This is an optimization exercise on Yosys and OpenROAD, whose aim is small area, a short achievable clock period and few clock cycles per item, not a production implementation. In this exercise RTL edits were held to simulation tests only and were not proved equivalent to the original.

==> flow/design.v, too long to show whole: its modules and the start of the top module <==
// module bc4_block_decoder: 1137 lines
module bc4_block_decoder (
    input  wire         clk,
    input  wire         rst,
    input  wire         in_valid,
    output wire         in_ready,
    input  wire [63:0]  in_block,
    output wire         out_valid,
    input  wire         out_ready,
    output wire [127:0] out_texels
);
  // ...
==> flow/flow/run.sh <==
#!/bin/bash
set -euo pipefail
bash standard.sh SETUP_SLACK_MARGIN=8 finish > standard_flow.log 2>&1
==> flow/standard.sh <==
#!/bin/bash
# synth_recipe.tcl (not shown) runs the flow's synth.tcl, then flattens the netlist and writes it again
# the make line also repeats each setting of config.mk as NAME=value (left out here)
make -C /OpenROAD-flow-scripts/flow DESIGN_CONFIG=/design/flow/config.mk WORK_HOME=/design/flow/orfs CLKGATE_MAP_FILE= SYNTH_SCRIPT=/design/flow/synth_recipe.tcl "${@:-finish}"
==> flow/config.mk <==
export PLATFORM = sky130hd
export DESIGN_NAME = bc4_block_decoder
export DESIGN_NICKNAME = bc4_block_decoder
export VERILOG_FILES = /design/flow/design.v
export SDC_FILE = /design/flow/constraint.sdc
export NUM_CORES = 4
export LEC_CHECK = 0
export ABC_AREA = 1
export CAP_MARGIN = 20
export CORE_MARGIN = 2
export CORE_UTILIZATION = 60
export PLACE_DENSITY = 0.7
export SETUP_SLACK_MARGIN = 5
export SLEW_MARGIN = 20
==> flow/constraint.sdc <==
create_clock -name core_clock -period 12.0 [get_ports {clk}]
set_input_delay 2.4000 -clock core_clock [delete_from_list [all_inputs] [get_ports {clk}]]
set_output_delay 2.4000 -clock core_clock [all_outputs]
set_load 0.01 [all_outputs]
==> impl_results.md, run 1 <==
- Syn nets: 4244
- Busiest grt layer: met2
- Post-synth EDFFs: 374
- Total track usage: 64.7%
- Number of global-route vias before repair: 40700
- Synth cell count leaders: nand2_1 (866), inv_1 (481), edfxtp_1 (374)
- Failed at: 5_1_grt
- Met1 usage: around 70%
- I/O pin total: 198
- Xor and xnor fraction of the mapped netlist area: approximately 3.6%
- Prevailing post-synth register cell: edfxtp_1
- Largest net degree at the start of global routing: 75
- Die X: 232 um
- Cells after Synth: 3978
- Post-DP HPWL: approximately 85000 um
- Ys async rst share: 0%
- Global-route wire length before repair: 256000 um
- Core Rows: 83
- Placed Area: 33700 sq um
- Sequential area share after synthesis: between 30% and 40%
- Synth Area in Simple Gates: a little over a fifth
- Grt met2 use: 83.9%
- Post-synthesis mux area share: 0%
- Num CTS Buffers: 40
- Adder-cell share of the synthesized area: 8.33%
- Synth Area in Compound Gates: 22.1%
- Yosys top cell area share: between 30% and 40%
- Hold buffers post-CTS: 0
- CTS Root Cell: clkbuf_16
- Outcome: aborted with a tool error
- IO Port Bufs: 197
- Gpl congestion: 1.11
- Most frequent cell after synthesis: nand2_1
- Placed Instances: 4714
- Setup Fix Bufs, Post-CTS: 640
- H-tree depth: 2
- Cell variety after synth: 66
- Grt total ovfl: 1
- Error msg: [ERROR GRT-0116] Global routing finished with congestion. Check the congestion regions in the DRC Viewer.
- Mapped Avg Cell Area: a little under 8 sq um
Testbench counts, summed over its fixed seeds: cycles 984, items 960.
==> run 2: changes to the inputs <==
--- a/flow/design.v
+++ b/flow/design.v
@@ -27,46 +27,47 @@
                     pp[i] = pp[i] & pp[i-d];
                 end
             c[0] = cin;
             for (i = 1; i <= 12; i = i + 1)
                 c[i] = gg[i-1];
             fadd = {c[12], p ^ c[11:0]};
         end
     endfunction
-    reg  [73:0]  ib, sk;
+    reg  [73:0]  ib;
+    reg  [63:0]  sk;
     reg          ib_v, sk_v;
     reg          rdy;
     reg          pr_v;
     reg          ob_v;
     wire         ob_free = !ob_v || out_ready;
     wire         pr_free = !pr_v || ob_free;
     wire         deq     = ib_v && pr_free;
     wire         acc     = in_valid && rdy;
     wire [1:0]   cnt_nx  = {1'b0, ib_v} + {1'b0, sk_v} - {1'b0, deq} + {1'b0, acc};
-    wire [12:0]  din_f = fadd({4'd0, in_block[7:0]}, {4'hf, ~in_block[15:8]}, 1'b1);
+    wire [63:0]  nxt   = sk_v ? sk : in_block;
+    wire [12:0]  din_f = fadd({4'd0, nxt[7:0]}, {4'hf, ~nxt[15:8]}, 1'b1);
     wire [8:0]   din   = din_f[8:0];                               
     wire         sin   = !din[8] && (din[7:0] != 8'd0);            
-    wire [73:0]  qin   = {in_block[63:16], sin, din, in_block[15:0]};
     always @(posedge clk) begin
         if (rst) begin
             ib_v <= 1'b0;
             sk_v <= 1'b0;
             pr_v <= 1'b0;
             ob_v <= 1'b0;
             rdy  <= 1'b1;
         end else begin
             ib_v <= (cnt_nx != 2'd0);
             sk_v <= (cnt_nx == 2'd2);
             rdy  <= (cnt_nx != 2'd2);
             if (pr_free) pr_v <= ib_v;
             if (ob_free) ob_v <= pr_v;
         end
-        if (deq || !ib_v) ib <= sk_v ? sk : qin;
-        if (deq || !sk_v) sk <= qin;
+        if (deq || !ib_v) ib <= {nxt[63:16], sin, din, nxt[15:0]};
+        if (deq || !sk_v) sk <= in_block;
     end
     assign in_ready  = rdy;
     assign out_valid = ob_v;
     wire [7:0]  a_1   = ib[7:0];
     wire [7:0]  b_1   = ib[15:8];
     wire [8:0]  dab   = ib[24:16];
     wire        six_1 = ib[25];
     wire [8:0] qt_i = dab;
@@ -381,98 +382,84 @@
     wire [2:0] rt_n72 = rt_i[5] ? rt_n71 : rt_n53;
     wire [2:0] rt_n73 = rt_i[6] ? rt_n70 : rt_n72;
     wire [2:0] rt_n74 = rt_i[7] ? rt_n67 : rt_n73;
     wire [2:0] rt_n75 = rt_i[8] ? rt_n32 : rt_n74;
     wire [2:0] rt = rt_n75;
     wire [5:0]  q = qt;
     wire [2:0]  r = rt;
     wire        exact_1 = (r == 3'd0);
-    wire [12:0] q3_f = fadd({6'd0, q}, {5'd0, q, 1'b0}, 1'b0);
     wire [7:0]  q1 = {2'd0, q};
     wire [7:0]  q2 = {1'd0, q, 1'b0};
-    wire [7:0]  q3 = q3_f[7:0];
     wire [3:0] sm1_i = {six_1, r};
     wire [2:0] sm1_n1 = sm1_i[0] ? 3'd0 : 3'd1;
     wire [2:0] sm1_n2 = sm1_i[1] ? sm1_n1 : 3'd1;
     wire [2:0] sm1_n3 = sm1_i[0] ? 3'd1 : 3'd0;
     wire [2:0] sm1_n4 = sm1_i[1] ? 3'd1 : sm1_n3;
     wire [2:0] sm1_n5 = sm1_i[2] ? sm1_n2 : sm1_n4;
     wire [2:0] sm1_n6 = sm1_i[3] ? sm1_n5 : 3'd0;
     wire [2:0] sm1 = sm1_n6;
-    wire [12:0] mm1_f = fadd({4'd0, q1}, {9'd0, sm1}, 1'b0);
-    wire        sub1 = six_1;
-    wire [12:0] e1_f = fadd({4'd0, a_1}, {4'd0, {8{sub1}} ^ mm1_f[7:0]}, sub1);
-    wire [7:0]  e1_1 = e1_f[7:0];
     wire [3:0] sm2_i = {six_1, r};
     wire [2:0] sm2_n1 = sm2_i[0] ? 3'd0 : 3'd2;
     wire [2:0] sm2_n2 = sm2_i[1] ? sm2_n1 : 3'd2;
     wire [2:0] sm2_n3 = sm2_i[0] ? 3'd1 : 3'd0;
     wire [2:0] sm2_n4 = sm2_i[1] ? 3'd1 : sm2_n3;
     wire [2:0] sm2_n5 = sm2_i[2] ? sm2_n2 : sm2_n4;
     wire [2:0] sm2_n6 = sm2_i[0] ? 3'd0 : 3'd1;
     wire [2:0] sm2_n7 = sm2_i[1] ? 3'd0 : sm2_n6;
     wire [2:0] sm2_n8 = sm2_i[1] ? sm2_n3 : 3'd0;
     wire [2:0] sm2_n9 = sm2_i[2] ? sm2_n7 : sm2_n8;
     wire [2:0] sm2_n10 = sm2_i[3] ? sm2_n5 : sm2_n9;
     wire [2:0] sm2 = sm2_n10;
-    wire [12:0] mm2_f = fadd({4'd0, q2}, {9'd0, sm2}, 1'b0);
-    wire        sub2 = six_1;
-    wire [12:0] e2_f = fadd({4'd0, a_1}, {4'd0, {8{sub2}} ^ mm2_f[7:0]}, sub2);
-    wire [7:0]  e2_1 = e2_f[7:0];
     wire [3:0] sm3_i = {six_1, r};
     wire [2:0] sm3_n1 = sm3_i[0] ? 3'd0 : 3'd3;
     wire [2:0] sm3_n2 = sm3_i[0] ? 3'd3 : 3'd2;
     wire [2:0] sm3_n3 = sm3_i[1] ? sm3_n1 : sm3_n2;
     wire [2:0] sm3_n4 = sm3_i[0] ? 3'd2 : 3'd1;
     wire [2:0] sm3_n5 = sm3_i[0] ? 3'd1 : 3'd0;
     wire [2:0] sm3_n6 = sm3_i[1] ? sm3_n4 : sm3_n5;
     wire [2:0] sm3_n7 = sm3_i[2] ? sm3_n3 : sm3_n6;
     wire [2:0] sm3_n8 = sm3_i[0] ? 3'd0 : 3'd2;
     wire [2:0] sm3_n9 = sm3_i[1] ? 3'd0 : sm3_n8;
     wire [2:0] sm3_n10 = sm3_i[2] ? sm3_n9 : sm3_n6;
     wire [2:0] sm3_n11 = sm3_i[3] ? sm3_n7 : sm3_n10;
     wire [2:0] sm3 = sm3_n11;
-    wire [12:0] mm3_f = fadd({4'd0, (six_1 ? q3 : q2)}, {9'd0, sm3}, 1'b0);
-    wire        sub3 = 1'b1;
-    wire [12:0] e3_f = fadd({4'd0, (six_1 ? a_1 : b_1)}, {4'd0, {8{sub3}} ^ mm3_f[7:0]}, sub3);
-    wire [7:0]  e3_1 = e3_f[7:0];
     wire [3:0] sm4_i = {six_1, r};
     wire [2:0] sm4_n1 = sm4_i[0] ? 3'd0 : 3'd2;
     wire [2:0] sm4_n2 = sm4_i[0] ? 3'd2 : 3'd1;
     wire [2:0] sm4_n3 = sm4_i[1] ? sm4_n1 : sm4_n2;
     wire [2:0] sm4_n4 = sm4_i[0] ? 3'd1 : 3'd0;
     wire [2:0] sm4_n5 = sm4_i[1] ? sm4_n4 : 3'd0;
     wire [2:0] sm4_n6 = sm4_i[2] ? sm4_n3 : sm4_n5;
     wire [2:0] sm4_n7 = sm4_i[0] ? 3'd0 : 3'd1;
     wire [2:0] sm4_n8 = sm4_i[1] ? 3'd0 : sm4_n7;
     wire [2:0] sm4_n9 = sm4_i[1] ? 3'd1 : sm4_n4;
     wire [2:0] sm4_n10 = sm4_i[2] ? sm4_n8 : sm4_n9;
     wire [2:0] sm4_n11 = sm4_i[3] ? sm4_n6 : sm4_n10;
     wire [2:0] sm4 = sm4_n11;
-    wire [12:0] mm4_f = fadd({4'd0, (six_1 ? q3 : q1)}, {9'd0, sm4}, 1'b0);
-    wire        sub4 = !six_1;
-    wire [12:0] e4_f = fadd({4'd0, b_1}, {4'd0, {8{sub4}} ^ mm4_f[7:0]}, sub4);
-    wire [7:0]  e4_1 = e4_f[7:0];
     wire [3:0] sm5_i = {six_1, r};
     wire [2:0] sm5_n1 = sm5_i[0] ? 3'd0 : 3'd1;
     wire [2:0] sm5_n2 = sm5_i[1] ? sm5_n1 : 3'd1;
     wire [2:0] sm5_n3 = sm5_i[2] ? sm5_n2 : 3'd0;
     wire [2:0] sm5_n4 = sm5_i[3] ? sm5_n3 : 3'd0;
     wire [2:0] sm5 = sm5_n4;
-    wire [12:0] mm5_f = fadd({4'd0, q2}, {9'd0, sm5}, 1'b0);
-    wire        sub5 = 1'b0;
-    wire [12:0] e5_f = fadd({4'd0, b_1}, {4'd0, {8{sub5}} ^ mm5_f[7:0]}, sub5);
-    wire [7:0]  e5_1 = e5_f[7:0];
     wire [3:0] sm6_i = {six_1, r};
     wire [2:0] sm6 = 3'd0;
-    wire [12:0] mm6_f = fadd({4'd0, q1}, {9'd0, sm6}, 1'b0);
+    wire        sub1 = six_1;
+    wire [7:0]  e1_1 = a_1 + (q1 ^ {8{sub1}}) + ({5'd0, sm1} ^ {8{sub1}}) + (sub1 ? 8'd2 : 8'd0);
+    wire        sub2 = six_1;
+    wire [7:0]  e2_1 = a_1 + (q2 ^ {8{sub2}}) + ({5'd0, sm2} ^ {8{sub2}}) + (sub2 ? 8'd2 : 8'd0);
+    wire        sub3 = 1'b1;
+    wire [7:0]  e3_1 = (six_1 ? a_1 : b_1) + ((six_1 ? q1 : 8'd0) ^ {8{sub3}}) + (q2 ^ {8{sub3}}) + ({5'd0, sm3} ^ {8{sub3}}) + (sub3 ? 8'd3 : 8'd0);
+    wire        sub4 = !six_1;
+    wire [7:0]  e4_1 = b_1 + (q1 ^ {8{sub4}}) + ((six_1 ? q2 : 8'd0) ^ {8{sub4}}) + ({5'd0, sm4} ^ {8{sub4}}) + (sub4 ? 8'd3 : 8'd0);
+    wire        sub5 = 1'b0;
+    wire [7:0]  e5_1 = b_1 + (q2 ^ {8{sub5}}) + ({5'd0, sm5} ^ {8{sub5}}) + (sub5 ? 8'd2 : 8'd0);
     wire        sub6 = 1'b0;
-    wire [12:0] e6_f = fadd({4'd0, b_1}, {4'd0, {8{sub6}} ^ mm6_f[7:0]}, sub6);
-    wire [7:0]  e6_1 = e6_f[7:0];
+    wire [7:0]  e6_1 = b_1 + (q1 ^ {8{sub6}}) + ({5'd0, sm6} ^ {8{sub6}}) + (sub6 ? 8'd2 : 8'd0);
     reg  [7:0]  a, b, e1, e2, e3, e4, e5, e6;
     reg         six, exact;
     reg  [47:0] idx;
     always @(posedge clk) begin
         if (pr_free) begin
             a     <= a_1;
             b     <= b_1;
             six   <= six_1;
@@ -656,28 +643,16 @@
     wire [10:0] tb3 = t3b;
     wire [10:0] tb4 = {1'd0, pb, 2'b0};
     wire [10:0] tb5 = t5b;
     wire [10:0] tb6 = {tb3[9:0], 1'b0};
     wire [10:0] tw1 = six ? ta6 : ta4;
     wire [10:0] tw2 = six ? ta5 : ta3;
     wire [10:0] tw3 = six ? ta4 : ta2;
     wire [10:0] tw4 = six ? ta3 : ta1;
-    wire [12:0] ts1_f = fadd({1'b0, tw1 >> 6}, {1'b0, tb1 >> 6}, 1'b0);
-    wire [11:0] ts1 = ts1_f[11:0];
-    wire [12:0] ts2_f = fadd({1'b0, tw2 >> 2}, {1'b0, tb2 >> 2}, 1'b0);
-    wire [11:0] ts2 = ts2_f[11:0];
-    wire [12:0] ts3_f = fadd({1'b0, tw3 >> 1}, {1'b0, tb3 >> 1}, 1'b0);
-    wire [11:0] ts3 = ts3_f[11:0];
-    wire [12:0] ts4_f = fadd({1'b0, tw4 >> 2}, {1'b0, tb4 >> 2}, 1'b0);
-    wire [11:0] ts4 = ts4_f[11:0];
-    wire [12:0] ts5_f = fadd({1'b0, ta2 >> 2}, {1'b0, tb5 >> 2}, 1'b0);
-    wire [11:0] ts5 = ts5_f[11:0];
-    wire [12:0] ts6_f = fadd({1'b0, ta1 >> 7}, {1'b0, tb6 >> 7}, 1'b0);
-    wire [11:0] ts6 = ts6_f[11:0];
     wire [8:0] g1_i = {six, e1};
     wire [3:0] g1_n1 = g1_i[0] ? 4'd15 : 4'd11;
     wire [3:0] g1_n2 = g1_i[0] ? 4'd11 : 4'd7;
     wire [3:0] g1_n3 = g1_i[1] ? g1_n1 : g1_n2;
     wire [3:0] g1_n4 = g1_i[2] ? 4'd0 : g1_n3;
     wire [3:0] g1_n5 = g1_i[0] ? 4'd7 : 4'd0;
     wire [3:0] g1_n6 = g1_i[1] ? g1_n5 : 4'd0;
     wire [3:0] g1_n7 = g1_i[1] ? 4'd11 : 4'd7;
@@ -1078,42 +1053,36 @@
     wire [3:0] g6_n38 = g6_i[2] ? g6_n37 : g6_n34;
     wire [3:0] g6_n39 = g6_i[4] ? g6_n35 : g6_n38;
     wire [3:0] g6_n40 = g6_i[3] ? g6_n38 : 4'd0;
     wire [3:0] g6_n41 = g6_i[4] ? g6_n38 : g6_n40;
     wire [3:0] g6_n42 = g6_i[5] ? g6_n39 : g6_n41;
     wire [3:0] g6_n43 = g6_i[6] ? g6_n42 : 4'd0;
     wire [3:0] g6_n44 = g6_i[7] ? g6_n33 : g6_n43;
     wire [3:0] g6 = g6_n44;
-    wire [12:0] lt1_f = fadd(ts1, ~{{(12-4){1'b0}}, g1}, 1'b1);
-    wire c1 = exact && !lt1_f[12];    
-    wire [12:0] lt2_f = fadd(ts2, ~{{(12-8){1'b0}}, g2}, 1'b1);
-    wire c2 = exact && !lt2_f[12];    
-    wire [12:0] lt3_f = fadd(ts3, ~{{(12-9){1'b0}}, g3}, 1'b1);
-    wire c3 = exact && !lt3_f[12];    
-    wire [12:0] lt4_f = fadd(ts4, ~{{(12-8){1'b0}}, g4}, 1'b1);
-    wire c4 = exact && !lt4_f[12];    
-    wire [12:0] lt5_f = fadd(ts5, ~{{(12-8){1'b0}}, g5}, 1'b1);
-    wire c5 = exact && !lt5_f[12];    
-    wire [12:0] lt6_f = fadd(ts6, ~{{(12-4){1'b0}}, g6}, 1'b1);
-    wire c6 = exact && !lt6_f[12];    
+    wire [12:0] lt1 = {2'b0, tw1 >> 6} + {2'b0, tb1 >> 6} + {1'b0, ~{{(12-4){1'b0}}, g1}} + 13'd1;
+    wire c1 = exact && !lt1[12];
+    wire [12:0] lt2 = {2'b0, tw2 >> 2} + {2'b0, tb2 >> 2} + {1'b0, ~{{(12-8){1'b0}}, g2}} + 13'd1;
+    wire c2 = exact && !lt2[12];
+    wire [12:0] lt3 = {2'b0, tw3 >> 1} + {2'b0, tb3 >> 1} + {1'b0, ~{{(12-9){1'b0}}, g3}} + 13'd1;
+    wire c3 = exact && !lt3[12];
+    wire [12:0] lt4 = {2'b0, tw4 >> 2} + {2'b0, tb4 >> 2} + {1'b0, ~{{(12-8){1'b0}}, g4}} + 13'd1;
+    wire c4 = exact && !lt4[12];
+    wire [12:0] lt5 = {2'b0, ta2 >> 2} + {2'b0, tb5 >> 2} + {1'b0, ~{{(12-8){1'b0}}, g5}} + 13'd1;
+    wire c5 = exact && !lt5[12];
+    wire [12:0] lt6 = {2'b0, ta1 >> 7} + {2'b0, tb6 >> 7} + {1'b0, ~{{(12-4){1'b0}}, g6}} + 13'd1;
+    wire c6 = exact && !lt6[12];
     wire [7:0] p0 = a;
     wire [7:0] p1 = b;
-    wire [12:0] d1_f = fadd({4'd0, e1}, 12'hfff, 1'b0);
-    wire [7:0] d1 = d1_f[7:0];
-    wire [12:0] d2_f = fadd({4'd0, e2}, 12'hfff, 1'b0);
-    wire [7:0] d2 = d2_f[7:0];
-    wire [12:0] d3_f = fadd({4'd0, e3}, 12'hfff, 1'b0);
-    wire [7:0] d3 = d3_f[7:0];
-    wire [12:0] d4_f = fadd({4'd0, e4}, 12'hfff, 1'b0);
-    wire [7:0] d4 = d4_f[7:0];
-    wire [12:0] d5_f = fadd({4'd0, e5}, 12'hfff, 1'b0);
-    wire [7:0] d5 = d5_f[7:0];
-    wire [12:0] d6_f = fadd({4'd0, e6}, 12'hfff, 1'b0);
-    wire [7:0] d6 = d6_f[7:0];
+    wire [7:0] d1 = e1 - 8'd1;
+    wire [7:0] d2 = e2 - 8'd1;
+    wire [7:0] d3 = e3 - 8'd1;
+    wire [7:0] d4 = e4 - 8'd1;
+    wire [7:0] d5 = e5 - 8'd1;
+    wire [7:0] d6 = e6 - 8'd1;
     wire [7:0] p2 = c1 ? d1 : e1;
     wire [7:0] p3 = c2 ? d2 : e2;
     wire [7:0] p4 = c3 ? d3 : e3;
     wire [7:0] p5 = c4 ? d4 : e4;
     wire [7:0] p6 = !six ? 8'd0   : c5 ? d5 : e5;
     wire [7:0] p7 = !six ? 8'd255 : c6 ? d6 : e6;
     reg  [63:0] pal;
     reg  [47:0] oidx;
==> flow/config.mk (replaced) <==
export PLATFORM = sky130hd
export DESIGN_NAME = bc4_block_decoder
export DESIGN_NICKNAME = bc4_block_decoder
export VERILOG_FILES = /design/flow/design.v
export SDC_FILE = /design/flow/constraint.sdc
export NUM_CORES = 4
export LEC_CHECK = 0
export ABC_AREA = 1
export CAP_MARGIN = 20
export CORE_MARGIN = 2
export CORE_UTILIZATION = 45
export SETUP_SLACK_MARGIN = 5
export SLEW_MARGIN = 20
export TNS_END_PERCENT = 5
==> run 2 against run 1 <==
The run now finishes clean. Area after synthesis is 3.1% lower. Synthesized cell count is 4.4% lower.
==> impl_results.md, run 2 <==
- Outcome: timing/DRC/antenna clean (was aborted with a tool error)
- Critical path's top delay family: buffers and inverters
- #FFs+latches synth: 369 (was 379)
- Die X: 263 um (was 232 um)
- Grt total ovfl: 0
- Num CTS Buffers: 42 (was 40)
- Total track usage: 38.3%
- Gpl congestion: 1.09 (was 1.11)
- Die outline height: 263 um (was 232 um)
- Startpoint types: flip-flop
- Most frequent cells in the layout: nand2_1 (716), edfxtp_1 (364), buf_4 (352)
- Fmax: 198 MHz
- Unrepaired setup endpoints after global routing: yes
- Final Setup Violations: 0
- CTS tree: done
- Prevailing post-synth register cell: edfxtp_1 (unchanged)
- Critical path buffers and inverters: 4
- Tmin final: 5050 ps
- CTS Root Cell: clkbuf_16 (unchanged)
- Clk Latency, worst-skew pair: slightly above 600 ps
- Final hold vios: 0
- Final net count: 4615
- HP Class: flip-flop to flip-flop
- Vias/cell: 6.48
- Yosys top cell area share: 36.2% (was 36.0%)
- WS Path Type: flip-flop to primary output
- Most numerous cell on the critical path: buf_4
- Ys async rst share: 0% (unchanged)
- Most common cell after layout, fill and taps aside: nand2_1
- Share of cells above drive strength 1: between 20% and 30%
- I/O pin total: 198 (unchanged)
- Worst Tran Pin Value: 994 ps
- WL per Instance: ~27 um
- Top reg by flops: ib
- CP Data Arrival Time: 2650 ps
- P&R area growth vs syn: 31.9%
- Core box area: 66100 sq um
- Final Cycle Share: 42.1%
- DRT iter0 DRCs: 5413
- Crit-path slowest cell: edfxtp_1
- Global-route wire length before repair: 198000 um
- Post-DP HPWL: 87700 um (was 84700 um)
- Total number of vias: between 30000 and 40000
- Initial antenna violation count: 1
- Max-Cap Viols: 0
- Clk pin slew, worst setup/hold paths: 60 ps
- Post-synth EDFFs: 364 (was 374)
- Maximum root-to-sink buffer count: 3 (unchanged)
- Max reg flops: 74
- Die ar.: 69200 sq um
- Setup slack, reg-to-reg: 7130 ps
- Most frequent cell after synthesis: nand2_1 (unchanged)
- Largest net degree at the start of global routing: 75
- Worst R2R End: e4[6]$_DFFE_PN_
- Area leader, netlist: edfxtp_1 (unchanged)
- Fill cell count: 5854
- Mapped Avg Cell Area: 7.95 sq um (was 7.84 sq um)
- CP required: 9600 ps
- Mapped Area: 30200 sq um (was 31200 sq um)
- Sequential area share after synthesis: 36.5% (was 36.3%)
- Syn nets: 4103 (was 4244)
- IO Port Bufs: 197 (unchanged)
- Top flop regs: ib: 74 flops, pal: 64 flops, sk: 64 flops
- Max incr delay on CP: between 600 and 700 ps
- HP Start: ib[56]$_DFFE_PP_
- Number of global-route vias before repair: 30600
- Relative slew slack: 33.7%
- Clk sinks: 369 (was 379)
- Crit. End Element: primary output
- TNS Setup: 0 ps
- Reg-to-Reg Start: ib[17]$_DFFE_PP_
- Crit path max fanout: 4
- Starting density of the core: 45.7% (was 60.8%)
- Cell Chain, Critical Path: clkinvlp_4 -> buf_4 -> buf_4 -> o22ai_1 -> a221oi_1 -> o2111ai_1 -> clkdlybuf4s15_1
- Synth cell count leaders: nand2_1 (771), inv_1 (511), edfxtp_1 (364) (was nand2_1 (866), inv_1 (481), edfxtp_1 (374))
- Slew Viols, Final: 0
- Cell variety after synth: 61 (was 66)
- H-tree depth: 2 (unchanged)
- DR DRC count: 0
- DRT antenna net count: 0
- Worst reg2reg path depth: 31
- Post-Route WL: ~140000 um
- Router iterations before antenna repair: 22
- Cells after Synth: 3802 (was 3978)
- Hold EP: idx[30]$_DFFE_PN_
- Top post-synthesis cells by area: edfxtp_1 (36%), nand2_1 (9.6%), ha_1 (7.9%), inv_1 (6.3%), o22ai_1 (5.3%) (was edfxtp_1 (36%), nand2_1 (10%), ha_1 (7.3%), o22ai_1 (6.0%), inv_1 (5.8%))
- Clk_skew: ~55 ps
- YS warnings: 1 (unchanged)
- Hold-critical path depth: 0
- Hold buffers post-CTS: 0 (unchanged)
- Core Rows: 94 (was 83)
## run 2: stage by stage
stage	hold slack [ps]	instances	cell area, sq um	setup slack [ps]	util [%]
2_1_floorplan	400	3802	30200	5530	-
3_3_place_gp	401	4732	32800	5220	49.7
3_5_place_dp	405	4732	32800	5200	49.7
4_1_cts	395	5131	38500	7250	58.3
5_1_grt	403	5207	39800	6870	60.3
6_report	384	5209	39800	6950	60.3
## run 2: per-layer routing
| layer | routed length [um] | up-vias | GRT usage [%] |
|---|---|---|---|
| li1 | - | 14700 | - |
| met1 | 53200 | 15700 | 49.1 |
| met2 | 55700 | 2504 | 53.9 |
| met3 | 19800 | 798 | 17.2 |
| met4 | 10200 | 15 | 19.2 |
| met5 | 489 | - | 3.81 |
## run 2: repair_timing
| action | 4_1_cts | 5_1_grt |
|---|---|---|
| endpoints found under the setup margin | 465 | 404 |
| buffers inserted | 319 | 74 |
| resized for setup | 781 | 204 |
| pin swaps | 84 | 90 |
| cloned | 7 | 2 |
## run 2: how the worst max path moves through the flow
stage,startpoint,to,cells past startpoint
after CTS,ib[17]$_DFFE_PP_,e4[7]$_DFFE_PN_,31
after detailed placement,out_ready,sk[43]$_DFFE_PP_,9
after global routing,ib[16]$_DFFE_PP_,e4[6]$_DFFE_PN_,31
after global placement,out_ready,sk[43]$_DFFE_PP_,9
after floorplan,out_ready,sk[0]$_DFFE_PP_,7
final,pal[5]$_DFFE_PP_,out_texels[13],7
## run 2: layout make-up
class | instances | area, sq um | share of cell area [%]
clock buffer | 46 | 1070 | 2.68
multi-input combinational | 2741 | 18500 | 46.5
inverter | 537 | 2310 | 5.80
antenna | 2 | 5.00 | 0.0126
clock inverter | 27 | 367 | 0.920
timing repair inverter | 4 | 27.5 | 0.0691
sequential | 369 | 11000 | 27.7
timing repair buffer | 619 | 5430 | 13.6
tap | 864 | 1080 | 2.71
## run 2: cell families (layout without fill, tap and decap cells)
family	count (synthesis)	in the layout	synth area share, %
and+or+nand+nor	1357	1360	18.9
AOI/OAI and AO/OA	1068	1068	22.7
buffers and inverters	695	1233	8.87
DFF	369	369	36.5
adders and majority gates	233	233	10.7
xor gates and xnor gates	79	79	2.29
muxes	1	1	0.0331
other	0	2	0
Testbench counts of run 2, summed over its fixed seeds: cycles 984, items 960.

-- re-timing with driven ports --
How much do the figures lean on ideal ports? The routed layout below was timed once more, with nothing changed but the port constraints.
Step 1 sets driving cells, clkbuf_16 on the clock port and buf_2 on the other inputs (assumed; they add their load-dependent delay and slew).
Step 2 times the ports against the registers' clock, not the clock port: input delays grow and output delays shrink by t, the midpoint of the rising clock arrivals with the driver on.
a / b / c = no drivers / after step 1 / after step 2; a / b = the first two.
run: run 2
shift t [ns]: 0.656
setup WS [ns]: 6.946 / 6.881 / 6.861
hold WS [ns]: 0.384 / 0.384 / 0.384
worst setup path at the end: input to register
latest minus earliest clock arrival (ns): 0.056 / 0.056
After both steps run 2 still meets setup and hold. The setup slack of run 2 moves by -0.065 ns with the drivers and by -0.085 ns with both steps.
